From an optimization exercise on the open Yosys and OpenROAD flow, aimed at small area; shortcuts taken in it are not production practice.
At most, simulation tests tie the RTL to the original design; equivalence was not proved.
For runs 1, 3 and 4, only the layout was checked, not whether the RTL still works.
Power figures rest on the tool's default switching activity, not on a simulated workload.

==> flow/design.v <==
module can2matrix (
  input  wire        clk,
  input  wire        rst,           
  input  wire        host_we,
  input  wire [7:0]  host_addr,
  input  wire [7:0]  host_wdata,
  output reg  [7:0]  host_rdata,
  output wire        tx_valid,
  output wire        tx_bus,
  output wire [10:0] tx_id,
  output wire [3:0]  tx_dlc,
  output wire [63:0] tx_data,
  input  wire        tx_ready
);
  localparam [2:0] L_IDLE = 3'd0, L_START = 3'd1, L_PRE = 3'd2, L_INFO = 3'd3,
                   L_WAIT = 3'd4, L_STOP = 3'd5;
  localparam [3:0] K_IGN = 4'd0, K_WHEEL = 4'd1, K_GEAR = 4'd2, K_DIM = 4'd3,
                   K_ODO = 4'd4, K_LANG = 4'd5, K_CFG = 4'd6,
                   K_OPEN = 4'd8, K_PRE = 4'd9, K_CACK = 4'd10, K_CLOSE = 4'd11,
                   K_CHUNK = 4'd14;
  reg [1:0]  ign;           
  reg [1:0]  gear;
  reg [7:0]  temperature;
  reg [15:1] speed;
  reg [13:0] rpm;
  reg [10:0] wheel_pulse, wheel_delta;
  reg [23:1] odometer;
  reg [15:0] dim_avg;
  reg        night_mode;
  reg [5:0]  tick_cnt;
  reg [2:0]  lstate;
  reg [3:0]  seq;
  reg [1:0]  wait_cnt;
  reg [6:0]  buf_len;
  reg [2:0]  cursor;        
  reg [3:0]  chunk_len;
  reg        chunk_last;
  reg [63:0] chunk_data;
  reg        s1_b0, s1_b1, s1_hi;
  reg [7:0]  cmd_stage2, cmd_stage3;
  reg [10:0] rx_id;
  reg [3:0]  rx_dlc;
  reg [63:0] rx_data;
  reg [8:0]  err;
  reg [2:0]  q_cnt;
  reg [3:0]  q_kind;
  reg [3:0]  q_par;         
  reg [511:0] buf_mem;
  wire [7:0] rx_b0 = rx_data[7:0];
  wire       wr_all;                        
  wire        q_busy = (q_cnt != 3'd0);
  wire [2:0]  rd_row = q_busy ? q_par[2:0] : cursor;
  reg  [63:0] row_bytes;
  integer r;
  always @* begin
    row_bytes = 64'd0;
    for (r = 0; r < 8; r = r + 1)
      row_bytes = row_bytes | (buf_mem[64*r +: 64] & {64{rd_row == r}});
  end
  wire [3:0]  row_p1    = {1'b0, cursor} + 4'd1;
  wire        nc_last   = ({row_p1, 3'b000} >= buf_len);
  wire [3:0]  nc_len    = (nc_last && buf_len[2:0] != 3'd0) ? {1'b0, buf_len[2:0]} : 4'd8;
  wire [2:0]  nc_cursor = nc_last ? 3'd0 : row_p1[2:0];
  wire [7:0] w0      = host_wdata;
  wire       trigger = host_we && (host_addr == 8'h00);
  wire       s1z     = !(s1_b0 | s1_b1 | s1_hi);
  wire       s2z     = (cmd_stage2 == 8'd0);
  wire       s3z     = (cmd_stage3 == 8'd0);
  wire       hiz     = s1z & s2z & s3z;
  wire op_nop    = hiz && w0 == 8'h00;
  wire op_mframe = hiz && w0 == 8'h01;
  wire op_sframe = hiz && w0 == 8'h02;
  wire op_tick   = hiz && w0 == 8'h03;
  wire op_dim    = s1z && w0 == 8'h04;
  wire op_enc    = s1z && w0 == 8'h05 && cmd_stage3[7:3] == 5'd0;
  wire op_lstep  = !s1_hi && s2z && s3z && w0 == 8'h06;
  wire op_lreset = hiz && w0 == 8'h07;
  wire op_bclr   = hiz && w0 == 8'h08;
  wire op_bapp   = s1z && s3z && w0 == 8'h09;
  wire op_chunk  = hiz && w0 == 8'h0A;
  wire op_eclr   = s1z && w0 == 8'h0B;
  wire op_sreset = hiz && w0 == 8'h0C;
  wire op_legal  = op_nop | op_mframe | op_sframe | op_tick | op_dim | op_enc | op_lstep |
                   op_lreset | op_bclr | op_bapp | op_chunk | op_eclr | op_sreset;
  wire rx_bad    = rx_dlc[3] && (rx_dlc[2:0] != 3'd0);
  wire streaming = (lstate == L_INFO) || (lstate == L_WAIT);
  wire rx_has       = (rx_dlc != 4'd0);
  wire is_start_ack = rx_has && (rx_id == 11'h050) && (rx_b0 == 8'hC1);
  wire is_pre_ack   = rx_has && (rx_id == 11'h051) && (rx_b0 == 8'hC3);
  wire is_chunk_ack = rx_has && (rx_id == 11'h051) && (rx_b0 == {4'hB, seq});
  wire is_close     = rx_has && (rx_id == 11'h051) && (rx_b0[7:4] == 4'hA);
  reg [1:0]  n_ign, n_gear;
  reg [7:0]  n_temperature;
  reg [15:1] n_speed;
  reg [13:0] n_rpm;
  reg [10:0] n_wheel_pulse, n_wheel_delta;
  reg [23:1] n_odometer;
  reg [15:0] n_dim_avg;
  reg        n_night_mode;
  reg [5:0]  n_tick_cnt;
  reg [2:0]  n_lstate;
  reg [3:0]  n_seq;
  reg [1:0]  n_wait_cnt;
  reg [6:0]  n_buf_len;
  reg [2:0]  n_cursor;
  reg [3:0]  n_chunk_len;
  reg        n_chunk_last;
  reg        chunk_we;
  reg [8:0]  n_err;
  reg        buf_we;
  reg        do_sreset;
  reg [2:0]  push_n;
  reg [3:0]  push_kind;
  reg        ls_req, ls_frame, ls_run;
  reg [15:0] dim_next;
  reg [5:0]  tick_inc;
  reg [1:0]  wait_inc;
  always @* begin
    n_ign = ign; n_gear = gear; n_temperature = temperature;
    n_speed = speed; n_rpm = rpm; n_wheel_pulse = wheel_pulse; n_wheel_delta = wheel_delta;
    n_odometer = odometer; n_dim_avg = dim_avg; n_night_mode = night_mode;
    n_tick_cnt = tick_cnt; n_lstate = lstate; n_seq = seq; n_wait_cnt = wait_cnt;
    n_buf_len = buf_len; n_cursor = cursor;
    n_chunk_len = chunk_len; n_chunk_last = chunk_last; chunk_we = 1'b0;
    n_err = err;
    buf_we = 1'b0; do_sreset = 1'b0;
    push_n = 3'd0; push_kind = K_IGN;
    ls_req = 1'b0; ls_frame = 1'b0; ls_run = 1'b0;
    dim_next = 16'd0; tick_inc = 6'd0; wait_inc = 2'd0;
    if (trigger) begin
      if (q_busy && !op_sreset) begin
        n_err[1] = 1'b1;
      end else if (!op_legal) begin
        n_err[0] = 1'b1;
      end else if (op_sreset) begin
        do_sreset = 1'b1;
      end else if (op_mframe) begin
        if (rx_bad) n_err[2] = 1'b1;
        else if (rx_id == 11'h010) begin
          if (rx_dlc < 4'd1) n_err[3] = 1'b1;
          else if (rx_b0[1]) n_ign = 2'd2;
          else if (rx_b0[2]) n_ign = 2'd3;
          else if (rx_b0[0]) n_ign = 2'd1;
          else               n_ign = 2'd0;
        end else if (rx_id == 11'h020) begin
          if (rx_dlc < 4'd7) n_err[3] = 1'b1;
          else begin
            n_gear        = rx_b0[1] ? 2'd2 : 2'd1;
            n_speed       = rx_data[30:16];
            n_wheel_pulse = rx_data[42:32];
            n_wheel_delta = rx_data[42:32] - wheel_pulse;
            n_temperature = rx_data[55:48];
          end
        end else if (rx_id == 11'h030) begin
          if (rx_dlc < 4'd3) n_err[3] = 1'b1;
          else n_odometer = rx_data[22:0];
        end else if (rx_id == 11'h040) begin
          if (rx_dlc < 4'd2) n_err[3] = 1'b1;
          else n_rpm = rx_data[15:2];
        end else if (rx_id == 11'h050 || rx_id == 11'h051) begin
          ls_run = 1'b1; ls_req = 1'b0; ls_frame = 1'b1;
        end
      end else if (op_sframe) begin
        if (rx_bad) n_err[2] = 1'b1;
      end else if (op_tick) begin
        tick_inc = (tick_cnt == 6'd39) ? 6'd0 : tick_cnt + 6'd1;
        n_tick_cnt = tick_inc;
        push_kind = K_IGN;
        if (tick_inc[0] == 1'b0) push_n = 3'd3;
        if (tick_inc == 6'd0 || tick_inc == 6'd10 || tick_inc == 6'd20 || tick_inc == 6'd30)
          push_n = 3'd5;
        if (tick_inc == 6'd0 || tick_inc == 6'd20) push_n = 3'd6;
        if (tick_inc == 6'd0) push_n = 3'd7;
        if (lstate == L_START || lstate == L_PRE || lstate == L_WAIT) begin
          wait_inc = wait_cnt + 2'd1;
          n_wait_cnt = wait_inc;
          if (wait_inc == 2'd3) begin
            n_lstate = L_IDLE; n_seq = 4'd0; n_wait_cnt = 2'd0; n_cursor = 3'd0;
            n_err[8] = 1'b1;
          end
        end
      end else if (op_dim) begin
        dim_next = {4'd0, cmd_stage3, cmd_stage2[7:4]} + dim_avg - {4'd0, dim_avg[15:4]};
        n_dim_avg = dim_next;
        if (!night_mode && dim_next[15:8] < 8'h40) n_night_mode = 1'b1;
        else if (night_mode && dim_next[15:8] > 8'h60) n_night_mode = 1'b0;
      end else if (op_enc) begin
        if (cmd_stage3[2:0] == 3'd2 && cmd_stage2[3:0] == 4'd0 && cmd_stage2[7] == 1'b0 &&
            cmd_stage2[6:4] != 3'd7) begin
          push_n = 3'd1;
          push_kind = {1'b0, cmd_stage2[6:4]};
        end else begin
          n_err[4] = 1'b1;
        end
      end else if (op_lstep) begin
        if (s1_b1 && rx_bad) n_err[2] = 1'b1;
        else begin
          ls_run = 1'b1; ls_req = s1_b0; ls_frame = s1_b1;
        end
      end else if (op_lreset) begin
        n_lstate = L_IDLE; n_seq = 4'd0; n_wait_cnt = 2'd0; n_cursor = 3'd0;
      end else if (op_bclr) begin
        if (streaming) n_err[6] = 1'b1;
        else begin
          n_buf_len = 7'd0; n_cursor = 3'd0;
        end
      end else if (op_bapp) begin
        if (streaming) n_err[6] = 1'b1;
        else if (buf_len[6]) n_err[5] = 1'b1;
        else begin
          buf_we = 1'b1;
          n_buf_len = buf_len + 7'd1;
        end
      end else if (op_chunk) begin
        if (streaming) n_err[6] = 1'b1;
        else if (buf_len == 7'd0) n_err[7] = 1'b1;
        else begin
          chunk_we     = 1'b1;
          n_chunk_len  = nc_len;
          n_chunk_last = nc_last;
          n_cursor     = nc_cursor;
        end
      end else if (op_eclr) begin
        n_err = err & ~{cmd_stage3[0], cmd_stage2};
      end
      if (ls_run) begin
        case (lstate)
          L_IDLE: if (ls_req) begin
            push_kind = K_OPEN; push_n = 3'd1;
            n_lstate = L_START; n_wait_cnt = 2'd0;
          end
          L_START: if (ls_frame && is_start_ack) begin
            push_kind = K_PRE; push_n = 3'd1;
            n_lstate = L_PRE; n_wait_cnt = 2'd0;
          end
          L_PRE: if (ls_frame && is_pre_ack) begin
            n_lstate = L_INFO; n_wait_cnt = 2'd0;
          end
          L_INFO: begin
            if (ls_frame && is_close) begin
              push_kind = K_CACK; push_n = 3'd1;
              n_lstate = L_STOP; n_wait_cnt = 2'd0;
            end else if (buf_len == 7'd0) begin
              n_err[7] = 1'b1;
            end else begin
              push_kind = K_CHUNK; push_n = 3'd1;
              n_seq = seq + 4'd1;
              n_cursor = nc_cursor;
              if (!nc_last) begin
                n_lstate = L_WAIT; n_wait_cnt = 2'd0;
              end
            end
          end
          L_WAIT: if (ls_frame && is_chunk_ack) begin
            n_lstate = L_INFO; n_wait_cnt = 2'd0;
          end
          L_STOP: begin
            n_seq = 4'd0;
            push_kind = K_CLOSE; push_n = 3'd1;
            n_lstate = L_IDLE; n_wait_cnt = 2'd0;
          end
          default: ;
        endcase
      end
    end
  end
  assign     wr_all = rst | do_sreset;
  wire       pop    = q_busy && tx_ready;
  wire [7:0] wdz    = host_wdata & {8{!(rst | trigger)}};
  reg [3:0] kind_next;
  always @* begin
    case (q_kind[2:0])
      3'd0: kind_next = K_WHEEL;
      3'd1: kind_next = K_ODO;
      3'd4: kind_next = K_DIM;
      3'd3: kind_next = K_GEAR;
      3'd2: kind_next = K_LANG;
      default: kind_next = K_CFG;
    endcase
  end
  always @(posedge clk) begin
    if (wr_all) begin
      ign <= 2'd0; gear <= 2'd0; temperature <= 8'd0;
      speed <= 15'd0; rpm <= 14'd0; wheel_pulse <= 11'd0; wheel_delta <= 11'd0;
      odometer <= 23'd0; dim_avg <= 16'h8000; night_mode <= 1'b0;
      tick_cnt <= 6'd0; lstate <= L_IDLE; seq <= 4'd0; wait_cnt <= 2'd0;
      buf_len <= 7'd0; cursor <= 3'd0;
      chunk_len <= 4'd0; chunk_last <= 1'b0;
      err <= 9'd0;
      q_cnt <= 3'd0;
    end else begin
      ign <= n_ign; gear <= n_gear; temperature <= n_temperature;
      speed <= n_speed; rpm <= n_rpm; wheel_pulse <= n_wheel_pulse;
      wheel_delta <= n_wheel_delta; odometer <= n_odometer;
      dim_avg <= n_dim_avg; night_mode <= n_night_mode;
      tick_cnt <= n_tick_cnt; lstate <= n_lstate; seq <= n_seq; wait_cnt <= n_wait_cnt;
      buf_len <= n_buf_len; cursor <= n_cursor;
      chunk_len <= n_chunk_len; chunk_last <= n_chunk_last;
      err <= n_err;
      if (push_n != 3'd0) begin
        q_cnt <= push_n;
      end else if (pop) begin
        q_cnt <= q_cnt - 3'd1;
      end
    end
  end
  always @(posedge clk) begin
    if (push_n != 3'd0) begin
      q_kind <= push_kind;
      q_par  <= (push_kind == K_CACK) ? rx_b0[3:0] + 4'd1 : {1'b0, cursor};
    end else if (pop) begin
      q_kind <= kind_next;
    end
  end
  reg chunk_vld;
  always @(posedge clk) begin
    if (wr_all) chunk_vld <= 1'b0;
    else if (chunk_we) chunk_vld <= 1'b1;
    if (chunk_we) chunk_data <= row_bytes;
  end
  wire [63:0] chunk_rd = chunk_data & {64{chunk_vld}};
  wire we_s = host_we | rst;
  always @(posedge clk) begin
    if (we_s && (rst || host_addr == 8'h00 || host_addr == 8'h01)) begin
      s1_b0 <= wdz[0]; s1_b1 <= wdz[1]; s1_hi <= |wdz[7:2];
    end
    if (we_s && (rst || host_addr == 8'h00 || host_addr == 8'h02)) cmd_stage2 <= wdz;
    if (we_s && (rst || host_addr == 8'h00 || host_addr == 8'h03)) cmd_stage3 <= wdz;
    if (wr_all || (host_we && host_addr == 8'h24)) rx_id[7:0]  <= wdz;
    if (wr_all || (host_we && host_addr == 8'h25)) rx_id[10:8] <= wdz[2:0];
    if (wr_all || (host_we && host_addr == 8'h26)) rx_dlc      <= wdz[3:0];
  end
  genvar g, h;
  generate
    for (g = 0; g < 8; g = g + 1) begin : g_rx
      always @(posedge clk)
        if (wr_all || (host_we && host_addr == 8'h28 + g)) rx_data[8*g +: 8] <= wdz;
    end
  endgenerate
  wire [7:0] bw_data = cmd_stage2 & {8{!wr_all}};
  generate
    for (g = 0; g < 8; g = g + 1) begin : g_row
      wire row_en = wr_all | (buf_we && buf_len[5:3] == g);
      for (h = 0; h < 8; h = h + 1) begin : g_col
        wire col_en = wr_all | (buf_len[2:0] == h);
        always @(posedge clk)
          if (row_en & col_en) buf_mem[64*g + 8*h +: 8] <= bw_data;
      end
    end
  endgenerate
  wire       k_slave = !q_kind[3];
  wire       q_last  = (lstate != L_WAIT);    
  wire [3:0] q_len   = (q_last && buf_len[2:0] != 3'd0) ? {1'b0, buf_len[2:0]} : 4'd8;
  wire [3:0] seq_m1  = seq - 4'd1;
  reg [3:0]  h_dlc;
  reg [63:0] h_data;
  always @* begin
    h_data = 64'd0;
    case (q_kind)
      K_IGN:   begin h_dlc = 4'd2; h_data[7:0] = {4'd0, ign == 2'd3, ign == 2'd2, ign == 2'd1, ign != 2'd0}; end
      K_WHEEL: begin h_dlc = 4'd8; h_data[47:0] = {5'd0, wheel_delta, 2'd0, rpm, speed, 1'b0}; end
      K_GEAR:  begin h_dlc = 4'd7; h_data[23:16] = {6'd0, gear}; end
      K_DIM:   begin h_dlc = 4'd3; h_data[15:0] = {7'd0, night_mode, dim_avg[15:8]}; end
      K_ODO:   begin h_dlc = 4'd7; h_data[31:0] = {temperature, odometer, 1'b0}; end
      K_LANG:  begin h_dlc = 4'd4; h_data[7:0] = 8'h21; end
      K_CFG:   begin h_dlc = 4'd8; h_data[7:0] = 8'h01; end
      K_OPEN:  begin h_dlc = 4'd3; h_data[23:0] = 24'h030201; end
      K_PRE:   begin h_dlc = 4'd6; h_data[47:0] = 48'h151413121110; end
      K_CACK:  begin h_dlc = 4'd1; h_data[7:0] = {4'hB, q_par}; end
      K_CLOSE: begin h_dlc = 4'd1; h_data[7:0] = 8'hA8; end
      default: begin
        h_dlc = q_len;
        h_data[7:0] = {2'b00, !q_last, q_last, seq_m1};
        h_data[15:8]  = (q_len > 4'd1) ? row_bytes[15:8]  : 8'd0;
        h_data[23:16] = (q_len > 4'd2) ? row_bytes[23:16] : 8'd0;
        h_data[31:24] = (q_len > 4'd3) ? row_bytes[31:24] : 8'd0;
        h_data[39:32] = (q_len > 4'd4) ? row_bytes[39:32] : 8'd0;
        h_data[47:40] = (q_len > 4'd5) ? row_bytes[47:40] : 8'd0;
        h_data[55:48] = (q_len > 4'd6) ? row_bytes[55:48] : 8'd0;
        h_data[63:56] = (q_len > 4'd7) ? row_bytes[63:56] : 8'd0;
      end
    endcase
  end
  assign tx_valid = q_busy;
  assign tx_bus   = k_slave;
  assign tx_id    = {2'b01, q_kind[3], 1'b0, k_slave ? q_kind[2:0] : 3'd0,
                     2'b00, k_slave ? 2'b00 : q_kind[1:0]};
  assign tx_dlc   = h_dlc;
  assign tx_data  = h_data;
  always @* begin
    case (host_addr)
      8'h04: host_rdata = {5'd0, 1'b1, night_mode, q_busy};
      8'h05: host_rdata = {seq, 1'b0, lstate};
      8'h06: host_rdata = err[7:0];
      8'h07: host_rdata = {7'd0, err[8]};
      8'h08: host_rdata = {2'd0, tick_cnt};
      8'h09: host_rdata = {4'd0, ign == 2'd3, ign == 2'd2, ign == 2'd1, ign != 2'd0};
      8'h0A: host_rdata = {6'd0, gear};
      8'h0B: host_rdata = temperature;
      8'h0C: host_rdata = {speed[7:1], 1'b0};
      8'h0D: host_rdata = speed[15:8];
      8'h0E: host_rdata = rpm[7:0];
      8'h0F: host_rdata = {2'd0, rpm[13:8]};
      8'h10: host_rdata = wheel_pulse[7:0];
      8'h11: host_rdata = {5'd0, wheel_pulse[10:8]};
      8'h12: host_rdata = wheel_delta[7:0];
      8'h13: host_rdata = {5'd0, wheel_delta[10:8]};
      8'h14: host_rdata = {odometer[7:1], 1'b0};
      8'h15: host_rdata = odometer[15:8];
      8'h16: host_rdata = odometer[23:16];
      8'h17: host_rdata = dim_avg[15:8];
      8'h18: host_rdata = dim_avg[7:0];
      8'h19: host_rdata = dim_avg[15:8];
      8'h1A: host_rdata = 8'h02;
      8'h1C: host_rdata = {1'b0, buf_len};
      8'h1E: host_rdata = {2'd0, cursor, 3'd0};
      8'h20: host_rdata = {6'd0, wait_cnt};
      8'h22: host_rdata = {5'd0, q_cnt};
      8'h24: host_rdata = rx_id[7:0];
      8'h25: host_rdata = {5'd0, rx_id[10:8]};
      8'h26: host_rdata = {4'd0, rx_dlc};
      8'h28: host_rdata = rx_data[7:0];
      8'h29: host_rdata = rx_data[15:8];
      8'h2A: host_rdata = rx_data[23:16];
      8'h2B: host_rdata = rx_data[31:24];
      8'h2C: host_rdata = rx_data[39:32];
      8'h2D: host_rdata = rx_data[47:40];
      8'h2E: host_rdata = rx_data[55:48];
      8'h2F: host_rdata = rx_data[63:56];
      8'h30: host_rdata = {4'd0, chunk_len};
      8'h31: host_rdata = {7'd0, chunk_last};
      8'h38: host_rdata = chunk_rd[7:0];
      8'h39: host_rdata = chunk_rd[15:8];
      8'h3A: host_rdata = chunk_rd[23:16];
      8'h3B: host_rdata = chunk_rd[31:24];
      8'h3C: host_rdata = chunk_rd[39:32];
      8'h3D: host_rdata = chunk_rd[47:40];
      8'h3E: host_rdata = chunk_rd[55:48];
      8'h3F: host_rdata = chunk_rd[63:56];
      default: host_rdata = 8'h00;
    endcase
  end
endmodule
==> flow/run.sh <==
#!/bin/bash
# synth_recipe.tcl (not shown) runs the flow's synth.tcl, then flattens the netlist and writes it again
# the make line also repeats each setting of config.mk as NAME=value (left out here)
make -C /OpenROAD-flow-scripts/flow DESIGN_CONFIG=/design/flow/config.mk WORK_HOME=/design/flow/orfs CLKGATE_MAP_FILE= SYNTH_SCRIPT=/design/flow/synth_recipe.tcl finish
==> flow/config.mk <==
export PLATFORM = sky130hd
export DESIGN_NAME = can2matrix
export DESIGN_NICKNAME = can2matrix
export VERILOG_FILES = /design/flow/design.v
export SDC_FILE = /design/flow/constraint.sdc
export NUM_CORES = 4
export LEC_CHECK = 0
export CAP_MARGIN = 20
export CORE_MARGIN = 2
export CORE_UTILIZATION = 60
export CTS_BUF_LIST = sky130_fd_sc_hd__clkbuf_4
export CTS_CLUSTER_SIZE = 30
export SLEW_MARGIN = 20
==> flow/constraint.sdc <==
create_clock -name core_clock -period 10.0 [get_ports {clk}]
set_input_delay 2.0000 -clock core_clock [delete_from_list [all_inputs] [get_ports {clk}]]
set_output_delay 2.0000 -clock core_clock [all_outputs]
set_load 0.01 [all_outputs]
==> results.sh, run 1 <==
export IMPL_outcome="finished clean"
export IMPL_max_vdd_ir_drop_mv=0.195
export IMPL_detailedRoute_firstPassIterationCount=7
export IMPL_count_of_vias_placed_by_the_detailed_router=32000
export IMPL_critical_path_sink_type="output pin"
export IMPL_grt_start_max_net_pins=75
export IMPL_cellLeakagePower_nw=14.4
export IMPL_drv_max_cap_violation_count=0
export IMPL_cts_made_buffers=197
export IMPL_row_count=91
export IMPL_netlist_cell_type_count=97
export IMPL_worst_setup_path_start_kind="flip-flop"
export IMPL_synthToLayoutAreaGrowth_pct=12.3
export IMPL_die_outline_height_um=252
export IMPL_synth_ff_latch_count=828
export IMPL_yosys_warnings=1
export IMPL_drive_gt1_share_pct=12.9
export IMPL_cts_sinks=828
export IMPL_grt_antenna_before_repair=10
export IMPL_primary_ff_master_synth="edfxtp_1"
export IMPL_critPathKind="flip-flop to output pin"
export IMPL_slew_viol_final=0
export IMPL_timing_hold_worst_class="flip-flop to flip-flop"
export IMPL_nFillCells=3977
export IMPL_initial_core_util_pct=60.4
export IMPL_core_area_um2=61400
export IMPL_minimum_clock_period_ps=8910
export IMPL_synth_async_reset_ratio_pct=0
export IMPL_first_global_vias=30300
export IMPL_synth_edf_count=682
export IMPL_yosysMostFrequentCell="edfxtp_1"
export IMPL_syn_area_per_cell_um2=11.9
export IMPL_global_route_wire_length_before_repair_um=219000
export IMPL_ys_top_cells_by_area="edfxtp_1 (55%), dfxtp_1 (7.9%), a22oi_1 (5.4%)"
export IMPL_cts_reportedPaths_clkPinSlew_ps=70
export IMPL_syn_inst=3122
export IMPL_routed_wire_length_um=156000
export IMPL_clkLatencyLatePin_ps=1130
export IMPL_routed_via_density=7.48
export IMPL_cts_setup_buffers=0
export IMPL_grt_setup_unrepaired="false"
export IMPL_post_cts_resized=0
export IMPL_worst_pin_slew_ps=1340
export IMPL_portion_of_synthesized_cell_area_occupied_by_the_leading_cell_type_pct=55.3
export IMPL_worst_slack_ps=1090
export IMPL_synth_cell_area_um2=37000
export IMPL_cts_buffer_depth=3
export IMPL_worst_endpoint_required_ps=8000
export IMPL_hold_violations=0
export IMPL_yosys_area_top_type="edfxtp_1"
export IMPL_powerDensity_nw_per_um2=175
export IMPL_gp_routability_congestion=1.03
export IMPL_globalRouteTotalUtil_pct=48.8
export IMPL_clock_skew_final_ps=113
export IMPL_post_synth_most_frequent_cells="edfxtp_1 (682), nand2_1 (323), nor2_1 (278)"
export IMPL_timing_critical_path_arrival_ps=6910
export IMPL_worst_setup_slack_before_clock_tree_synthesis_ps=2070
export IMPL_max_slew_margin_pct=10.1
export IMPL_clock_root_buffer="clkbuf_4"
export IMPL_ys_seq_area_share_pct=63.2
export IMPL_critical_path_peak_fanout=42
export IMPL_finalInstanceArea_um2=41600
export IMPL_max_clock_freq_mhz=112
export IMPL_placed_cell_areas_um2=39000
export IMPL_timing_final_setup_violations=0
export IMPL_h_tree_depth=4
export IMPL_remaining_antenna_violation_count=0
export IMPL_first_iter_violations=5984
export IMPL_portBuffers=103
export IMPL_floorplan_die_area_um2=63800
export IMPL_top_level_ports=109
export IMPL_overflow=0
export IMPL_num_nets_final=3399
export IMPL_chipWidth_um=252
export IMPL_period_share_pct=89.1
export IMPL_fin_tns_setup_ps=0
export IMPL_tritoncts="yes"
export IMPL_detail_route_wl_per_cell_um=36.6
export IMPL_drcViolationCount=0
export IMPL_post_cts_hold_buffer_count=0
export IMPL_place_hpwl_um=103000
[path summary, 6_finish.rpt]
path	from	to	slack, ps	depth (start not counted)
worst max-delay path	q_cnt[0]	tx_data[19]	1090	12
worst min-delay path	wheel_pulse[9]	wheel_pulse[9]	470	2
worst max register to register	q_cnt[0]	chunk_data[19]	4560	10
worst min register to register	wheel_pulse[9]	wheel_pulse[9]	470	2
[area by class of cell]
cell class                      instances  area [um^2]  share of cell area, %
Clock inverter                         69          409                  0.983
Timing Repair Buffer                  161         1470                   3.52
Multi-Input combinational cell       2023        12800                   30.7
Antenna cell                            9         22.5                 0.0541
Inverter                              109          409                  0.983
Tap cell                              790          988                   2.38
Clock buffer                          286         2150                   5.16
Sequential cell                       828        23400                   56.3
[worst max-delay path, cell delays in order (launching register included)]
cell and delay [ps]:
dfxtp_1 340, inv_1 100, ha_1 170, nor2b_1 610, inv_1 730, o21ai_2 1130, nor2_4 320, buf_4 440
a22o_1 330, a221oi_1 330, o221ai_1 520, a21o_1 330, clkdlybuf4s50_1 470
[metrics by stage]
stage / hold WS, ps / power [mW] / instances / utilization, %
finish: 467 / 7.28 / 4275 / 67.8
floorplan: 428 / 4.21 / 3125 / -
global placement: 438 / 4.38 / 3910 / 63.6
detailed placement: 454 / 4.41 / 3910 / 63.6
CTS: 467 / 7.21 / 4265 / 67.7
global route: 488 / 7.40 / 4271 / 67.8
[sequential cells by signal (all words and copies together) (netlist names), 6 cells and up]
register and count:
speed 15, err 9, wheel_delta 11, cmd_stage2 8, tick_cnt 6, buf_mem 512, buf_len 7, rpm 14
rx_data 64, temperature 8, dim_avg 16, rx_id 11, cmd_stage3 8, wheel_pulse 11, chunk_data 64, odometer 23
[where the power goes]
part	internal (mW)	switching [mW]	total (mW)	leakage [nW]
Sequential	3.89	0.0949	3.99	7.84
Clock	1.35	1.56	2.91	1.51
Combinational	0.0933	0.298	0.391	5.09
[layer usage]
layer | vias up | GRT usage [%] | share of wire, %
met5 | - | 0 | 0.050
met4 | 6 | 32.8 | 8.7
met3 | 868 | 15.7 | 15
met2 | 3470 | 73.5 | 44
met1 | 15000 | 60.3 | 33
li1 | 12600 | - | -
[placed cells by master, fill, tap and decap left out, drive strengths merged, types with 22 or more instances in the layout]
cell           synthesis  routed
edfxtp               682     682
nand2                324     324
clkbuf               143     286
nor2                 278     278
a22oi                266     266
a21oi                194     194
dfxtp                146     146
inv                  107     116
clkdlybuf4s50          0     103
nand4                 90      90
o21ai                 87      87
a22o                  69      69
clkinv                 2      62
nand3                 61      61
nor3                  59      59
buf                   22      58
ha                    46      46
nor2b                 38      38
a221oi                37      37
mux2i                 31      31
nor4                  29      29
and3                  29      29
nand2b                26      26
a31oi                 26      26
a21o                  22      22
[cell families after synthesis]
group / share of synthesized area [%]
simple gates: 13.1
compound gates: 16.9
flops: 63.2
buf+inv: 2.97
fa+ha+maj: 2.26
mux: 0.908
xor+xnor: 0.662
other cells: 0.0203
==> run 2: changes to the inputs <==
--- a/flow/design.v
+++ b/flow/design.v
@@ -47,16 +47,9 @@
   reg [3:0]  q_par;         
   reg [511:0] buf_mem;
   wire [7:0] rx_b0 = rx_data[7:0];
-  wire       wr_all;                        
   wire        q_busy = (q_cnt != 3'd0);
   wire [2:0]  rd_row = q_busy ? q_par[2:0] : cursor;
-  reg  [63:0] row_bytes;
-  integer r;
-  always @* begin
-    row_bytes = 64'd0;
-    for (r = 0; r < 8; r = r + 1)
-      row_bytes = row_bytes | (buf_mem[64*r +: 64] & {64{rd_row == r}});
-  end
+  wire [63:0] row_bytes = buf_mem[rd_row*64 +: 64];
   wire [3:0]  row_p1    = {1'b0, cursor} + 4'd1;
   wire        nc_last   = ({row_p1, 3'b000} >= buf_len);
   wire [3:0]  nc_len    = (nc_last && buf_len[2:0] != 3'd0) ? {1'b0, buf_len[2:0]} : 4'd8;
@@ -264,7 +257,7 @@
       end
     end
   end
-  assign     wr_all = rst | do_sreset;
+  wire       wr_all = rst | do_sreset;      
   wire       pop    = q_busy && tx_ready;
   wire [7:0] wdz    = host_wdata & {8{!(rst | trigger)}};
   reg [3:0] kind_next;
@@ -312,13 +305,8 @@
       q_kind <= kind_next;
     end
   end
-  reg chunk_vld;
-  always @(posedge clk) begin
-    if (wr_all) chunk_vld <= 1'b0;
-    else if (chunk_we) chunk_vld <= 1'b1;
-    if (chunk_we) chunk_data <= row_bytes;
-  end
-  wire [63:0] chunk_rd = chunk_data & {64{chunk_vld}};
+  always @(posedge clk)
+    if (wr_all | chunk_we) chunk_data <= row_bytes & {64{!wr_all}};
   wire we_s = host_we | rst;
   always @(posedge clk) begin
     if (we_s && (rst || host_addr == 8'h00 || host_addr == 8'h01)) begin
@@ -429,14 +417,14 @@
       8'h2F: host_rdata = rx_data[63:56];
       8'h30: host_rdata = {4'd0, chunk_len};
       8'h31: host_rdata = {7'd0, chunk_last};
-      8'h38: host_rdata = chunk_rd[7:0];
-      8'h39: host_rdata = chunk_rd[15:8];
-      8'h3A: host_rdata = chunk_rd[23:16];
-      8'h3B: host_rdata = chunk_rd[31:24];
-      8'h3C: host_rdata = chunk_rd[39:32];
-      8'h3D: host_rdata = chunk_rd[47:40];
-      8'h3E: host_rdata = chunk_rd[55:48];
-      8'h3F: host_rdata = chunk_rd[63:56];
+      8'h38: host_rdata = chunk_data[7:0];
+      8'h39: host_rdata = chunk_data[15:8];
+      8'h3A: host_rdata = chunk_data[23:16];
+      8'h3B: host_rdata = chunk_data[31:24];
+      8'h3C: host_rdata = chunk_data[39:32];
+      8'h3D: host_rdata = chunk_data[47:40];
+      8'h3E: host_rdata = chunk_data[55:48];
+      8'h3F: host_rdata = chunk_data[63:56];
       default: host_rdata = 8'h00;
     endcase
   end
--- a/flow/config.mk
+++ b/flow/config.mk
@@ -7,7 +7,5 @@
 export LEC_CHECK = 0
 export CAP_MARGIN = 20
 export CORE_MARGIN = 2
-export CORE_UTILIZATION = 60
-export CTS_BUF_LIST = sky130_fd_sc_hd__clkbuf_4
-export CTS_CLUSTER_SIZE = 30
+export CORE_UTILIZATION = 40
 export SLEW_MARGIN = 20
==> run 2 against run 1 <==
  * Via count fell by 11%
  * Die area rose by 55%
  * Sequential power rose by 6.8%
  * Critical path depth fell by 3
  * First-iteration DRC count fell by 29%
  * Critical endpoint is now host_rdata[4]
  * Utilization fell by 21 points
==> results.sh, run 2 <==
export IMPL_cts_buffer_depth=3
export IMPL_first_global_vias=26600
export IMPL_syn_inst=3031
export IMPL_worst_setup_path_start_kind="input port"
export IMPL_delay_contributed_by_the_slowest_stage_of_the_critical_path_ps=890
export IMPL_max_slew_margin_pct=18.3
export IMPL_reg_largest_list="buf_mem (512), chunk_data (64), rx_data (64)"
export IMPL_globalRouteTotalUtil_pct=28.9
export IMPL_finalInstanceArea_um2=44500
export IMPL_powerDensity_nw_per_um2=238
export IMPL_critPathKind="input port to output pin"
export IMPL_worst_slack_ps=1840
export IMPL_reg2reg_from="cmd_stage3[5]"
export IMPL_post_cts_resized=0
export IMPL_netlist_cell_type_count=105
export IMPL_clock_root_buffer="clkbuf_16"
export IMPL_syn_area_per_cell_um2=12.7
export IMPL_synth_async_reset_ratio_pct=0
export IMPL_cts_made_buffers=88
export IMPL_die_outline_height_um=315
export IMPL_cp_common_cell="clkdlybuf4s50_1"
export IMPL_synth_cell_area_um2=38600
export IMPL_grt_setup_unrepaired="false"
export IMPL_floorplan_die_area_um2=99000
export IMPL_critical_path_sink_type="output pin"
export IMPL_grt_start_max_net_pins=135
export IMPL_cts_sinks=827
export IMPL_first_iter_violations=4277
export IMPL_cts_setup_buffers=0
export IMPL_synthToLayoutAreaGrowth_pct=15.3
export IMPL_global_route_wire_length_before_repair_um=203000
export IMPL_leading_cell_type_in_the_layout_fill_and_taps_excluded="edfxtp_1"
export IMPL_yosys_warnings=1
export IMPL_timing_reg2reg_setup_slack_ps=4290
export IMPL_fin_tns_setup_ps=0
export IMPL_synth_ff_latch_count=827
export IMPL_detailedRoute_firstPassIterationCount=7
export IMPL_setup_worst_path_end="host_rdata[4]"
export IMPL_initial_core_util_pct=40.5
export IMPL_place_hpwl_um=104000
export IMPL_worst_pin_slew_ps=1230
export IMPL_cellLeakagePower_nw=15.4
export IMPL_chipWidth_um=315
export IMPL_largest_register_ff_count=512
export IMPL_num_nets_final=3257
export IMPL_crit_path_cell_trace="clkdlybuf4s50_1, nor2b_1, nand3_1, nor2_1, a22oi_1, nand4_1, nor3_1, o211ai_1, clkdlybuf4s50_1"
export IMPL_grt_antenna_before_repair=8
export IMPL_cts_reportedPaths_clkPinSlew_ps=60
export IMPL_max_clock_freq_mhz=123
export IMPL_worst_setup_slack_before_clock_tree_synthesis_ps=2110
export IMPL_clkLatencyLatePin_ps=660
export IMPL_timing_hold_worst_class="flip-flop to flip-flop"
export IMPL_post_cts_hold_buffer_count=0
export IMPL_drv_max_cap_violation_count=0
export IMPL_remaining_antenna_violation_count=0
export IMPL_core_area_um2=95300
export IMPL_yosysMostFrequentCell="edfxtp_1"
export IMPL_crit_path_top_delay_cell="clkdlybuf4s50_1"
export IMPL_timing_final_setup_violations=0
export IMPL_hold_violations=0
export IMPL_h_tree_depth=3
export IMPL_top_register="buf_mem"
export IMPL_worst_hold_slack_ps=461
export IMPL_overflow=0
export IMPL_regToRegEndpoint="buf_mem[431]"
export IMPL_primary_ff_master_synth="edfxtp_1"
export IMPL_detail_route_wl_per_cell_um=32.0
export IMPL_nFillCells=8593
export IMPL_row_count=113
export IMPL_slew_viol_final=0
export IMPL_critical_path_peak_fanout=24
export IMPL_portion_of_synthesized_cell_area_occupied_by_the_leading_cell_type_pct=53.1
export IMPL_routed_via_density=6.26
export IMPL_top_level_ports=109
export IMPL_routed_wire_length_um=145000
export IMPL_count_of_vias_placed_by_the_detailed_router=28300
export IMPL_outcome="finished clean"
export IMPL_mostFrequentLayoutCells="edfxtp_1 (682), nand2_1 (295), nor2_1 (231), a21oi_1 (170), o21ai_0 (151)"
export IMPL_portBuffers=103
export IMPL_drcViolationCount=0
export IMPL_ys_top_cells_by_area="edfxtp_1 (53%), dfxtp_1 (7.5%), mux4_2 (7.5%)"
export IMPL_period_share_pct=81.6
export IMPL_tritoncts="yes"
export IMPL_clock_skew_final_ps=32.3
export IMPL_worst_endpoint_required_ps=8000
export IMPL_yosys_area_top_type="edfxtp_1"
export IMPL_ys_seq_area_share_pct=60.6
export IMPL_minimum_clock_period_ps=8160
export IMPL_worst_setup_path_startpoint="host_addr[0]"
export IMPL_drive_gt1_share_pct=14.3
export IMPL_placed_cell_areas_um2=41700
export IMPL_worstHoldPathCells=2
export IMPL_max_vdd_ir_drop_mv=0.228
export IMPL_gp_routability_congestion=1.05
export IMPL_post_synth_most_frequent_cells="edfxtp_1 (682), nand2_1 (296), nor2_1 (236)"
export IMPL_reg2regPathDepth=9
export IMPL_timing_critical_path_arrival_ps=6160
export IMPL_synth_edf_count=682
-- run 2: cell types whose count changed after synthesis, sizes merged, moves of 24 or more --
cell	delta
buf	+35
a22o	-41
mux2i	+62
mux4	+128
a22oi	-186
clkbuf	-27
nor2	-42
nand2	-24
o21ai	+82
nand4	-38
-- run 2: final cells by class --
| cell class | instances | area [um^2] | area share [%] |
|---|---|---|---|
| well taps | 1265 | 1580 | 3.56 |
| inverters | 108 | 405 | 0.911 |
| clock buffers | 112 | 2350 | 5.29 |
| flip-flops and latches | 827 | 23400 | 52.5 |
| diodes | 1 | 2.50 | 0.00562 |
| multi-input cells | 1926 | 14300 | 32.2 |
| repair buffers | 228 | 2010 | 4.51 |
| clock inverters | 51 | 433 | 0.972 |
-- run 2: worst min path at each step --
stage,start,to
floorplan,chunk_len[0],chunk_len[0]
global placement,wheel_pulse[8],wheel_pulse[8]
detailed placement,wheel_pulse[8],wheel_pulse[8]
CTS,chunk_len[0],chunk_len[0]
global route,chunk_len[3],chunk_len[3]
finish,wheel_pulse[8],wheel_pulse[8]
-- run 2: kinds of logic after synthesis --
kind of cell / synth area share (%)
and+or+nand+nor: 11.6
DFF: 60.6
AOI/OAI and AO/OA: 12.1
buffers and inverters: 2.88
muxes: 10.1
adders and majority gates: 2.13
xor gates and xnor gates: 0.635
other: 0.0195
-- run 2: power by group --
part	switching, mW	internal (mW)
Combinational	1.76	1.40
Sequential	0.212	4.04
Clock	1.41	1.76
Total	3.38	7.21
-- run 2: through the flow --
step / cells / utilization, % / total power, mW
after CTS: 4517 / 46.7 / 10.6
after global routing: 4517 / 46.7 / 10.9
after detailed placement: 4354 / 43.8 / 7.49
after global placement: 4354 / 43.8 / 7.47
after floorplan: 3034 / - / 6.19
final: 4518 / 46.7 / 10.6
-- run 2: metal layers --
layer,wire (um),GRT usage [%],part of all wire (%),vias to the layer above
li1,-,-,-,12100
met1,59500,40.8,41,14300
met2,64200,43.9,44,1688
met3,13800,4.82,9.5,286
met4,7230,12.7,5.0,6
met5,37,0,0.026,-
-- run 2: worst max-delay path: cells and delay by family --
| kind | cells | cell delay (ps) |
|---|---|---|
| buffers and inverters | 2 | 1520 |
| AO/OA/AOI/OAI | 2 | 390 |
| AND/OR/NAND/NOR | 5 | 2220 |
==> run 3: changes to the inputs <==
--- a/flow/design.v
+++ b/flow/design.v
@@ -32,7 +32,7 @@
   reg [3:0]  seq;
   reg [1:0]  wait_cnt;
   reg [6:0]  buf_len;
-  reg [2:0]  cursor;        
+  reg [7:0]  cursor;        
   reg [3:0]  chunk_len;
   reg        chunk_last;
   reg [63:0] chunk_data;
@@ -47,13 +47,28 @@
   reg [3:0]  q_par;         
   reg [511:0] buf_mem;
   wire [7:0] rx_b0 = rx_data[7:0];
+  wire       wr_all;                        
   wire        q_busy = (q_cnt != 3'd0);
-  wire [2:0]  rd_row = q_busy ? q_par[2:0] : cursor;
-  wire [63:0] row_bytes = buf_mem[rd_row*64 +: 64];
-  wire [3:0]  row_p1    = {1'b0, cursor} + 4'd1;
-  wire        nc_last   = ({row_p1, 3'b000} >= buf_len);
+  wire [6:0]  bl_m1   = buf_len - 7'd1;
+  wire [7:0]  last_oh = 8'd1 << bl_m1[5:3];
+  wire        q_last  = (lstate != L_WAIT);
+  wire [7:0]  rd_sel  = !q_busy ? cursor :
+                        q_last  ? last_oh : {cursor[0], cursor[7:1]};
+  reg  [63:0] row_bytes;
+  integer r;
+  always @* begin
+    row_bytes = 64'd0;
+    for (r = 0; r < 8; r = r + 1)
+      row_bytes = row_bytes | (buf_mem[64*r +: 64] & {64{rd_sel[r]}});
+  end
+  reg         nc_last;
+  always @* begin
+    nc_last = 1'b0;
+    for (r = 0; r < 8; r = r + 1)
+      if (cursor[r] && buf_len <= 8*(r+1)) nc_last = 1'b1;
+  end
   wire [3:0]  nc_len    = (nc_last && buf_len[2:0] != 3'd0) ? {1'b0, buf_len[2:0]} : 4'd8;
-  wire [2:0]  nc_cursor = nc_last ? 3'd0 : row_p1[2:0];
+  wire [7:0]  nc_cursor = nc_last ? 8'd1 : {cursor[6:0], cursor[7]};
   wire [7:0] w0      = host_wdata;
   wire       trigger = host_we && (host_addr == 8'h00);
   wire       s1z     = !(s1_b0 | s1_b1 | s1_hi);
@@ -82,20 +97,24 @@
   wire is_pre_ack   = rx_has && (rx_id == 11'h051) && (rx_b0 == 8'hC3);
   wire is_chunk_ack = rx_has && (rx_id == 11'h051) && (rx_b0 == {4'hB, seq});
   wire is_close     = rx_has && (rx_id == 11'h051) && (rx_b0[7:4] == 4'hA);
+  wire [10:0] wd_diff;
+  rc_add #(11) u_wd (.a(rx_data[42:32]), .b(~wheel_pulse), .cin(1'b1), .s(wd_diff));
+  wire [15:0] dm_x = dim_avg;
+  wire [15:0] dm_y = {4'd0, cmd_stage3, cmd_stage2[7:4]};
+  wire [15:0] dm_z = {4'hF, ~dim_avg[15:4]};
+  wire [15:0] dm_s = dm_x ^ dm_y ^ dm_z;
+  wire [15:0] dm_c = (dm_x & dm_y) | (dm_x & dm_z) | (dm_y & dm_z);
+  wire [15:0] dim_sum;
+  rc_add #(16) u_dim (.a(dm_s), .b({dm_c[14:0], 1'b1}), .cin(1'b0), .s(dim_sum));
   reg [1:0]  n_ign, n_gear;
-  reg [7:0]  n_temperature;
-  reg [15:1] n_speed;
-  reg [13:0] n_rpm;
-  reg [10:0] n_wheel_pulse, n_wheel_delta;
-  reg [23:1] n_odometer;
-  reg [15:0] n_dim_avg;
+  reg        ld_wheel, ld_odo, ld_rpm, ld_dim;
   reg        n_night_mode;
   reg [5:0]  n_tick_cnt;
   reg [2:0]  n_lstate;
   reg [3:0]  n_seq;
   reg [1:0]  n_wait_cnt;
   reg [6:0]  n_buf_len;
-  reg [2:0]  n_cursor;
+  reg [7:0]  n_cursor;
   reg [3:0]  n_chunk_len;
   reg        n_chunk_last;
   reg        chunk_we;
@@ -109,9 +128,8 @@
   reg [5:0]  tick_inc;
   reg [1:0]  wait_inc;
   always @* begin
-    n_ign = ign; n_gear = gear; n_temperature = temperature;
-    n_speed = speed; n_rpm = rpm; n_wheel_pulse = wheel_pulse; n_wheel_delta = wheel_delta;
-    n_odometer = odometer; n_dim_avg = dim_avg; n_night_mode = night_mode;
+    n_ign = ign; n_gear = gear; n_night_mode = night_mode;
+    ld_wheel = 1'b0; ld_odo = 1'b0; ld_rpm = 1'b0; ld_dim = 1'b0;
     n_tick_cnt = tick_cnt; n_lstate = lstate; n_seq = seq; n_wait_cnt = wait_cnt;
     n_buf_len = buf_len; n_cursor = cursor;
     n_chunk_len = chunk_len; n_chunk_last = chunk_last; chunk_we = 1'b0;
@@ -139,17 +157,14 @@
           if (rx_dlc < 4'd7) n_err[3] = 1'b1;
           else begin
             n_gear        = rx_b0[1] ? 2'd2 : 2'd1;
-            n_speed       = rx_data[30:16];
-            n_wheel_pulse = rx_data[42:32];
-            n_wheel_delta = rx_data[42:32] - wheel_pulse;
-            n_temperature = rx_data[55:48];
+            ld_wheel      = 1'b1;
           end
         end else if (rx_id == 11'h030) begin
           if (rx_dlc < 4'd3) n_err[3] = 1'b1;
-          else n_odometer = rx_data[22:0];
+          else ld_odo = 1'b1;
         end else if (rx_id == 11'h040) begin
           if (rx_dlc < 4'd2) n_err[3] = 1'b1;
-          else n_rpm = rx_data[15:2];
+          else ld_rpm = 1'b1;
         end else if (rx_id == 11'h050 || rx_id == 11'h051) begin
           ls_run = 1'b1; ls_req = 1'b0; ls_frame = 1'b1;
         end
@@ -168,13 +183,13 @@
           wait_inc = wait_cnt + 2'd1;
           n_wait_cnt = wait_inc;
           if (wait_inc == 2'd3) begin
-            n_lstate = L_IDLE; n_seq = 4'd0; n_wait_cnt = 2'd0; n_cursor = 3'd0;
+            n_lstate = L_IDLE; n_seq = 4'd0; n_wait_cnt = 2'd0; n_cursor = 8'd1;
             n_err[8] = 1'b1;
           end
         end
       end else if (op_dim) begin
-        dim_next = {4'd0, cmd_stage3, cmd_stage2[7:4]} + dim_avg - {4'd0, dim_avg[15:4]};
-        n_dim_avg = dim_next;
+        dim_next = dim_sum;
+        ld_dim = 1'b1;
         if (!night_mode && dim_next[15:8] < 8'h40) n_night_mode = 1'b1;
         else if (night_mode && dim_next[15:8] > 8'h60) n_night_mode = 1'b0;
       end else if (op_enc) begin
@@ -191,11 +206,11 @@
           ls_run = 1'b1; ls_req = s1_b0; ls_frame = s1_b1;
         end
       end else if (op_lreset) begin
-        n_lstate = L_IDLE; n_seq = 4'd0; n_wait_cnt = 2'd0; n_cursor = 3'd0;
+        n_lstate = L_IDLE; n_seq = 4'd0; n_wait_cnt = 2'd0; n_cursor = 8'd1;
       end else if (op_bclr) begin
         if (streaming) n_err[6] = 1'b1;
         else begin
-          n_buf_len = 7'd0; n_cursor = 3'd0;
+          n_buf_len = 7'd0; n_cursor = 8'd1;
         end
       end else if (op_bapp) begin
         if (streaming) n_err[6] = 1'b1;
@@ -257,7 +272,7 @@
       end
     end
   end
-  wire       wr_all = rst | do_sreset;      
+  assign     wr_all = rst | do_sreset;
   wire       pop    = q_busy && tx_ready;
   wire [7:0] wdz    = host_wdata & {8{!(rst | trigger)}};
   reg [3:0] kind_next;
@@ -273,19 +288,14 @@
   end
   always @(posedge clk) begin
     if (wr_all) begin
-      ign <= 2'd0; gear <= 2'd0; temperature <= 8'd0;
-      speed <= 15'd0; rpm <= 14'd0; wheel_pulse <= 11'd0; wheel_delta <= 11'd0;
-      odometer <= 23'd0; dim_avg <= 16'h8000; night_mode <= 1'b0;
+      ign <= 2'd0; gear <= 2'd0; night_mode <= 1'b0;
       tick_cnt <= 6'd0; lstate <= L_IDLE; seq <= 4'd0; wait_cnt <= 2'd0;
-      buf_len <= 7'd0; cursor <= 3'd0;
+      buf_len <= 7'd0; cursor <= 8'd1;
       chunk_len <= 4'd0; chunk_last <= 1'b0;
       err <= 9'd0;
       q_cnt <= 3'd0;
     end else begin
-      ign <= n_ign; gear <= n_gear; temperature <= n_temperature;
-      speed <= n_speed; rpm <= n_rpm; wheel_pulse <= n_wheel_pulse;
-      wheel_delta <= n_wheel_delta; odometer <= n_odometer;
-      dim_avg <= n_dim_avg; night_mode <= n_night_mode;
+      ign <= n_ign; gear <= n_gear; night_mode <= n_night_mode;
       tick_cnt <= n_tick_cnt; lstate <= n_lstate; seq <= n_seq; wait_cnt <= n_wait_cnt;
       buf_len <= n_buf_len; cursor <= n_cursor;
       chunk_len <= n_chunk_len; chunk_last <= n_chunk_last;
@@ -297,16 +307,33 @@
       end
     end
   end
+  wire [63:0] rxz = rx_data & {64{!wr_all}};
+  always @(posedge clk) begin
+    if (wr_all | ld_wheel) begin
+      speed       <= rxz[30:16];
+      wheel_pulse <= rxz[42:32];
+      wheel_delta <= wd_diff & {11{!wr_all}};
+      temperature <= rxz[55:48];
+    end
+    if (wr_all | ld_odo) odometer <= rxz[22:0];
+    if (wr_all | ld_rpm) rpm <= rxz[15:2];
+    if (wr_all | ld_dim) dim_avg <= {dim_sum[15] | wr_all, dim_sum[14:0] & {15{!wr_all}}};
+  end
   always @(posedge clk) begin
     if (push_n != 3'd0) begin
       q_kind <= push_kind;
-      q_par  <= (push_kind == K_CACK) ? rx_b0[3:0] + 4'd1 : {1'b0, cursor};
+      q_par  <= rx_b0[3:0] + 4'd1;
     end else if (pop) begin
       q_kind <= kind_next;
     end
   end
-  always @(posedge clk)
-    if (wr_all | chunk_we) chunk_data <= row_bytes & {64{!wr_all}};
+  reg chunk_vld;
+  always @(posedge clk) begin
+    if (wr_all) chunk_vld <= 1'b0;
+    else if (chunk_we) chunk_vld <= 1'b1;
+    if (chunk_we) chunk_data <= row_bytes;
+  end
+  wire [63:0] chunk_rd = chunk_data & {64{chunk_vld}};
   wire we_s = host_we | rst;
   always @(posedge clk) begin
     if (we_s && (rst || host_addr == 8'h00 || host_addr == 8'h01)) begin
@@ -337,7 +364,6 @@
     end
   endgenerate
   wire       k_slave = !q_kind[3];
-  wire       q_last  = (lstate != L_WAIT);    
   wire [3:0] q_len   = (q_last && buf_len[2:0] != 3'd0) ? {1'b0, buf_len[2:0]} : 4'd8;
   wire [3:0] seq_m1  = seq - 4'd1;
   reg [3:0]  h_dlc;
@@ -401,7 +427,7 @@
       8'h19: host_rdata = dim_avg[15:8];
       8'h1A: host_rdata = 8'h02;
       8'h1C: host_rdata = {1'b0, buf_len};
-      8'h1E: host_rdata = {2'd0, cursor, 3'd0};
+      8'h1E: host_rdata = {2'd0, |(cursor & 8'hF0), |(cursor & 8'hCC), |(cursor & 8'hAA), 3'd0};
       8'h20: host_rdata = {6'd0, wait_cnt};
       8'h22: host_rdata = {5'd0, q_cnt};
       8'h24: host_rdata = rx_id[7:0];
@@ -417,15 +443,31 @@
       8'h2F: host_rdata = rx_data[63:56];
       8'h30: host_rdata = {4'd0, chunk_len};
       8'h31: host_rdata = {7'd0, chunk_last};
-      8'h38: host_rdata = chunk_data[7:0];
-      8'h39: host_rdata = chunk_data[15:8];
-      8'h3A: host_rdata = chunk_data[23:16];
-      8'h3B: host_rdata = chunk_data[31:24];
-      8'h3C: host_rdata = chunk_data[39:32];
-      8'h3D: host_rdata = chunk_data[47:40];
-      8'h3E: host_rdata = chunk_data[55:48];
-      8'h3F: host_rdata = chunk_data[63:56];
+      8'h38: host_rdata = chunk_rd[7:0];
+      8'h39: host_rdata = chunk_rd[15:8];
+      8'h3A: host_rdata = chunk_rd[23:16];
+      8'h3B: host_rdata = chunk_rd[31:24];
+      8'h3C: host_rdata = chunk_rd[39:32];
+      8'h3D: host_rdata = chunk_rd[47:40];
+      8'h3E: host_rdata = chunk_rd[55:48];
+      8'h3F: host_rdata = chunk_rd[63:56];
       default: host_rdata = 8'h00;
     endcase
   end
 endmodule
+module rc_add #(parameter W = 8) (
+  input  wire [W-1:0] a,
+  input  wire [W-1:0] b,
+  input  wire         cin,
+  output wire [W-1:0] s
+);
+  wire [W:0] c;
+  assign c[0] = cin;
+  genvar i;
+  generate
+    for (i = 0; i < W; i = i + 1) begin : g_bit
+      assign s[i]   = a[i] ^ b[i] ^ c[i];
+      assign c[i+1] = (a[i] & b[i]) | (c[i] & (a[i] ^ b[i]));
+    end
+  endgenerate
+endmodule
==> flow/flow/run.sh (new file) <==
#!/bin/bash
# Own flow: the standard layout, with two changes to how it is made:
#  - ports are buffered with the smallest buffer (sky130_fd_sc_hd__buf_1);
#  - clock tree synthesis uses clkbuf_8 buffers and no dummy loads.
# Each step's full output goes to its own log file here.
set -euo pipefail
export BUFFER_PORTS_ARGS="-buffer_cell sky130_fd_sc_hd__buf_1"
export CTS_ARGS="-sink_clustering_enable -repair_clock_nets -dont_use_dummy_load -buf_list sky130_fd_sc_hd__clkbuf_8 -sink_clustering_size 20 -sink_clustering_max_diameter 60"
for step in synth floorplan place cts route finish; do
  bash standard.sh "$step" > "flow_${step}.log" 2>&1
done
==> flow/standard.sh (new file) <==
#!/bin/bash
# synth_recipe.tcl (not shown) runs the flow's synth.tcl, then flattens the netlist and writes it again
# the make line also repeats each setting of config.mk as NAME=value (left out here)
make -C /OpenROAD-flow-scripts/flow DESIGN_CONFIG=/design/flow/config.mk WORK_HOME=/design/flow/orfs CLKGATE_MAP_FILE= SYNTH_SCRIPT=/design/flow/synth_recipe.tcl "${@:-finish}"
--- a/flow/config.mk
+++ b/flow/config.mk
@@ -7,5 +7,5 @@
 export LEC_CHECK = 0
 export CAP_MARGIN = 20
 export CORE_MARGIN = 2
-export CORE_UTILIZATION = 40
+export CORE_UTILIZATION = 50
 export SLEW_MARGIN = 20
removed: flow/run.sh
==> run 3 against run 2 <==
  * Via count decreased by 6.7%
  * Maximum frequency increased by 3.1%
  * Synthesized cell count decreased by 7.4%
  * Critical path type is now flip-flop to output pin
  * Critical endpoint is now tx_data[44]
  * Largest power group unchanged
  * Highest routed layer is now met4
==> results.sh, run 3 <==
export IMPL_layoutNonFillerInstCount=3844
export IMPL_drv_max_cap_violation_count=0
export IMPL_timing_critical_path_arrival_ps=5920
export IMPL_max_vdd_ir_drop_mv=0.260
export IMPL_post_cts_resized=0
export IMPL_cts_sinks=833
export IMPL_floorplan_die_area_um2=74800
export IMPL_minimum_clock_period_ps=7920
export IMPL_reg_largest_list="buf_mem (512), chunk_data (64), rx_data (64)"
export IMPL_grt_antenna_before_repair=1
export IMPL_cellLeakagePower_nw=12.9
export IMPL_routed_via_density=6.87
export IMPL_detailedRoute_firstPassIterationCount=8
export IMPL_post_synth_most_frequent_cells="edfxtp_1 (780), nand2_1 (292), a22oi_1 (248)"
export IMPL_combinational_family_with_the_most_area_after_synthesis="compound AO/OA/AOI/OAI gates"
export IMPL_synth_edf_count=780
export IMPL_final_core_utilization_pct=54.2
export IMPL_mostFrequentLayoutCells="edfxtp_1 (780), nand2_1 (291), a22oi_1 (248), nor2_1 (227), buf_1 (103)"
export IMPL_hp_start="chunk_len[0]"
export IMPL_min_delay_worst_endpoint="chunk_len[0]"
export IMPL_synthToLayoutAreaGrowth_pct=7.08
export IMPL_critical_path_sink_type="output pin"
export IMPL_primary_ff_master_synth="edfxtp_1"
export IMPL_largest_register_ff_count=512
export IMPL_row_count=98
export IMPL_max_slew_margin_pct=14.0
export IMPL_portion_of_synthesized_cell_area_occupied_by_the_leading_cell_type_pct=64.5
export IMPL_hold_violations=0
export IMPL_ys_top_cells_by_area="edfxtp_1 (64%), a22oi_1 (5.1%), nand2_1 (3.0%)"
export IMPL_initial_core_util_pct=50.6
export IMPL_drcViolationCount=0
export IMPL_timing_reg2reg_setup_slack_ps=2620
export IMPL_die_outline_height_um=274
export IMPL_top_level_ports=109
export IMPL_first_iter_violations=4330
export IMPL_overflow=0
export IMPL_netlist_cell_type_count=81
export IMPL_delay_contributed_by_the_slowest_stage_of_the_critical_path_ps=1040
export IMPL_outcome="finished clean"
export IMPL_ys_seq_area_share_pct=67.4
export IMPL_share_of_the_synthesized_area_in_compound_gates_ao_oa_aoi_oai_pct=14.3
export IMPL_period_share_pct=79.2
export IMPL_tritoncts="yes"
export IMPL_synth_xor_area_share_pct=0.555
export IMPL_top_register="buf_mem"
export IMPL_finalInstanceArea_um2=38900
export IMPL_placed_cell_areas_um2=38000
export IMPL_cts_reportedPaths_clkPinSlew_ps=80
export IMPL_leading_cell_type_in_the_layout_fill_and_taps_excluded="edfxtp_1"
export IMPL_worst_setup_slack_before_clock_tree_synthesis_ps=2790
export IMPL_cp_common_cell="buf_4"
export IMPL_post_cts_hold_buffer_count=0
export IMPL_syn_inst=2806
export IMPL_detail_route_wl_per_cell_um=34.8
export IMPL_clock_root_buffer="clkbuf_8"
export IMPL_drive_gt1_share_pct=6.50
export IMPL_timing_final_setup_violations=0
export IMPL_globalRouteTotalUtil_pct=35.5
export IMPL_portBuffers=103
export IMPL_critPathKind="flip-flop to output pin"
export IMPL_timing_hold_worst_class="flip-flop to flip-flop"
export IMPL_critical_path_n_buffers_inverters=5
export IMPL_worst_setup_path_start_kind="flip-flop"
export IMPL_grt_start_max_net_pins=71
export IMPL_powerDensity_nw_per_um2=256
export IMPL_cts_buffer_depth=3
export IMPL_yosys_area_share_simple_pct=12.5
export IMPL_reg2regPathDepth=23
export IMPL_worst_pin_slew_ps=1280
export IMPL_dp_cells=3782
export IMPL_crit_path_cell_trace="inv_1, ha_1, nor2b_1, clkinv_1, nor2_1, nor2_4, buf_4, buf_4, a22oi_1, nand2_1, a211oi_1, o32ai_1, buf_1"
export IMPL_synth_ff_latch_count=833
export IMPL_yosys_mux_area_fraction_pct=0.172
export IMPL_yosys_area_top_type="edfxtp_1"
export IMPL_max_clock_freq_mhz=126
export IMPL_routed_wire_length_um=134000
export IMPL_yosys_warnings=1
export IMPL_syn_area_per_cell_um2=12.9
export IMPL_synth_cell_area_um2=36300
export IMPL_regToRegEndpoint="night_mode"
export IMPL_fin_tns_setup_ps=0
export IMPL_place_hpwl_um=94300
export IMPL_cts_made_buffers=61
export IMPL_clkLatencyLatePin_ps=740
export IMPL_critical_path_depth=13
export IMPL_synthAdderAreaFrac_pct=2.48
export IMPL_chipWidth_um=274
export IMPL_count_of_vias_placed_by_the_detailed_router=26400
export IMPL_num_nets_final=2966
export IMPL_worstHoldPathCells=2
export IMPL_synth_async_reset_ratio_pct=0
export IMPL_reg2reg_from="dim_avg[5]"
export IMPL_worst_endpoint_required_ps=8000
export IMPL_cts_setup_buffers=0
export IMPL_crit_path_top_delay_cell="a211oi_1"
export IMPL_remaining_antenna_violation_count=0
export IMPL_yosysMostFrequentCell="edfxtp_1"
export IMPL_worst_slack_ps=2080
export IMPL_critical_path_peak_fanout=35
export IMPL_clock_skew_final_ps=85.1
export IMPL_h_tree_depth=2
export IMPL_core_area_um2=71700
export IMPL_gp_routability_congestion=1.01
export IMPL_grt_setup_unrepaired="false"
export IMPL_critical_path_top_delay_family="buffers and inverters"
export IMPL_slew_viol_final=0
export IMPL_global_route_wire_length_before_repair_um=187000
export IMPL_first_global_vias=24600
==> run 3: how the worst max path moves through the flow <==
stage	slack (ps)	start	endpoint
after floorplan	3200	dim_avg[5]	night_mode
after global placement	2700	dim_avg[5]	night_mode
after detailed placement	2790	dim_avg[5]	night_mode
after CTS	2260	q_cnt[0]	tx_data[9]
after global routing	1960	q_cnt[0]	tx_data[17]
final	2080	q_cnt[0]	tx_data[44]
==> run 3: cell type report <==
class                      instances  area (um^2)
antenna                            1         2.50
clock buffer                      61          840
fill                            6081        32800
inverter                          92          345
multi-input combinational       1739        11200
sequential                       833        24500
tap                              950         1190
timing repair buffer             168          876
==> run 3: logic make-up (layout without fill, tap and decap cells) <==
logic type,after synthesis,count (layout)
xor gates and xnor gates,23,23
DFF,833,833
and+or+nand+nor,939,939
other,2,6
buffers and inverters,237,321
AOI/OAI and AO/OA,715,715
adders and majority gates,51,51
muxes,6,6
==> run 3: stage by stage <==
step | hold WS, ps | power, mW
6_report | 465 | 9.94
5_1_grt | 480 | 10.3
4_1_cts | 463 | 9.89
3_5_place_dp | 453 | 8.34
3_3_place_gp | 443 | 8.30
2_1_floorplan | 431 | 6.55
==> run 3: tightest hold or removal path: cells and delay by family, from the launching register on <==
kind | cells | cell delay [ps]
AND/OR/NAND/NOR | 1 | 50
flip-flops | 1 | 320
AO/OA/AOI/OAI | 1 | 50
==> run 3: power by group <==
part,switching (mW),internal [mW],total (mW)
clock network,1.06,0.541,1.60
logic,2.85,1.13,3.98
registers,0.187,4.18,4.37
==> run 3: metal layers <==
layer  up-vias  wire [um]  global-route usage (%)
met5         -          0                       0
met3       299      13100                    5.95
li1      11000          -                       -
met1     13300      52700                    49.3
met4         0       6800                    15.2
met2      1736      61200                    55.5
==> run 4: changes to the inputs <==
==> flow/flow/run.sh (replaced) <==
#!/bin/bash
# Own flow: the standard layout, with two changes to how it is made:
#  - ports are buffered with the smallest buffer (sky130_fd_sc_hd__buf_1);
#  - clock tree synthesis uses clkbuf_4 buffers in clusters of up to 10 sinks and no dummy loads.
# Each step's full output goes to its own log file here.
set -euo pipefail
export BUFFER_PORTS_ARGS="-buffer_cell sky130_fd_sc_hd__buf_1"
export CTS_ARGS="-sink_clustering_enable -repair_clock_nets -dont_use_dummy_load -buf_list sky130_fd_sc_hd__clkbuf_4 -sink_clustering_size 10 -sink_clustering_max_diameter 40"
for step in synth floorplan place cts route finish; do
  bash standard.sh "$step" > "flow_${step}.log" 2>&1
done
==> run 4 against run 3 <==
  * Clock skew rose by 33 ps
  * Via count is 1.3% higher
  * Setup slack lost 330 ps
  * Sequential power about the same
  * Register-to-register slack improved by 60 ps
  * First-iteration DRC count decreased by 1.1%
  * Utilization grew 0.22 points
  * Power is 1.2% higher
  * Final area up 0.40%
  * Cell count grew 2.0%
  * Clock power increased by 7%
  * Sequential cell count unchanged
  * Largest power group unchanged
==> results.sh, run 4 <==
export IMPL_cts_buffer_depth=3
export IMPL_reg_largest_list="buf_mem (512), chunk_data (64), rx_data (64)"
export IMPL_chipWidth_um=274
export IMPL_row_count=98
export IMPL_cts_reportedPaths_clkPinSlew_ps=70
export IMPL_layoutNonFillerInstCount=3919
export IMPL_synth_edf_count=780
export IMPL_h_tree_depth=4
export IMPL_post_cts_hold_buffer_count=0
export IMPL_finalInstanceArea_um2=39000
export IMPL_max_clock_freq_mhz=121
export IMPL_p_comb_share_pct=39.6
export IMPL_crit_path_top_delay_cell="a211oi_1"
export IMPL_timing_critical_path_arrival_ps=6240
export IMPL_clock_skew_final_ps=118
export IMPL_yosys_area_top_type="edfxtp_1"
export IMPL_fin_tns_setup_ps=0
export IMPL_worst_setup_path_start_kind="flip-flop"
export IMPL_cp_common_cell="buf_4"
export IMPL_share_clk_of_total_power_pct=17.0
export IMPL_timing_hold_worst_class="flip-flop to flip-flop"
export IMPL_minimum_clock_period_ps=8240
export IMPL_detail_route_wl_per_cell_um=34.3
export IMPL_clock_root_buffer="clkbuf_4"
export IMPL_outcome="finished clean"
export IMPL_nFillCells=6129
export IMPL_worst_setup_slack_before_clock_tree_synthesis_ps=2790
export IMPL_yosys_warnings=1
export IMPL_cellLeakagePower_nw=13.0
export IMPL_hold_violations=0
export IMPL_syn_inst=2806
export IMPL_portBuffers=103
export IMPL_critical_path_peak_fanout=35
export IMPL_synth_async_reset_ratio_pct=0
export IMPL_max_vdd_ir_drop_mv=0.244
export IMPL_slew_viol_final=0
export IMPL_globalRouteTotalUtil_pct=36.0
export IMPL_portion_of_synthesized_cell_area_occupied_by_the_leading_cell_type_pct=64.5
export IMPL_floorplan_die_area_um2=74800
export IMPL_cellInternalPower_mw=5.90
export IMPL_switching_share_pct=41.3
export IMPL_drv_max_cap_violation_count=0
export IMPL_place_hpwl_um=94300
export IMPL_worst_pin_slew_ps=1230
export IMPL_netlist_cell_type_count=81
export IMPL_timing_final_setup_violations=0
export IMPL_critPathKind="flip-flop to output pin"
export IMPL_worst_slack_ps=1760
export IMPL_detailedRoute_firstPassIterationCount=6
[run 4: logic make-up (layout without fill, tap and decap cells)]
group	after synthesis	count (layout)	synth area share [%]
other	2	12	0.0207
and+or+nand+nor	939	939	12.5
buffers and inverters	237	390	2.54
DFF	833	833	67.4
muxes	6	6	0.172
adders and majority gates	51	51	2.48
AOI/OAI and AO/OA	715	715	14.3
xor gates and xnor gates	23	23	0.555
[run 4: worst paths after layout]
path	start	slack, ps	to	cells past startpoint
setup / recovery	q_cnt[0]	1760	tx_data[17]	13
hold / removal	chunk_len[0]	460	chunk_len[0]	2
setup reg to reg	dim_avg[5]	2680	night_mode	23
hold reg to reg	chunk_len[0]	460	chunk_len[0]	2
[run 4: layout make-up]
| cell class | instances | area share, % |
|---|---|---|
| flip-flops and latches | 833 | 62.7 |
| multi-input cells | 1739 | 28.6 |
| well taps | 950 | 3.04 |
| clock buffers | 130 | 2.50 |
| repair buffers | 168 | 2.24 |
| inverters | 92 | 0.884 |
| diodes | 7 | 0.0449 |
[run 4: worst max-delay path, delay by kind of cell, from the launching register on]
family / cells / cell delay (ps)
buffers and inverters: 5 / 1840
AOI/OAI and AO/OA: 3 / 1520
and+or+nand+nor: 4 / 1390
DFF: 1 / 320
adders and majority gates: 1 / 150
[run 4: power by group through the flow]
stage | clock (mW) | sequential, mW | combinational [mW]
after floorplan | 0 | 4.33 | 2.22
after global placement | 0 | 4.43 | 3.87
after detailed placement | 0 | 4.43 | 3.90
after CTS | 1.73 | 4.36 | 3.92
after global routing | 1.87 | 4.38 | 4.25
final | 1.71 | 4.37 | 3.99
[run 4: routing by layer]
| metal | track usage [%] | share of wire, % |
|---|---|---|
| met1 | 49.1 | 39 |
| met2 | 55.1 | 45 |
| met3 | 7.54 | 11 |
| met4 | 17.7 | 5.4 |
| met5 | 0 | 0 |
[run 4: stage by stage]
| stage | hold WS [ps] | util, % |
|---|---|---|
| after floorplan | 431 | - |
| after global placement | 443 | 53.0 |
| after detailed placement | 453 | 53.0 |
| after CTS | 462 | 54.4 |
| after global routing | 478 | 54.4 |
| final | 461 | 54.4 |

Check on run 4: ideal ports give 1.756 ns setup slack; a clkbuf_16 on the clock port and buf_2 on the inputs give 1.698 ns; moving port delays by the midpoint clock arrival (1.014 ns) as well gives 2.675 ns.
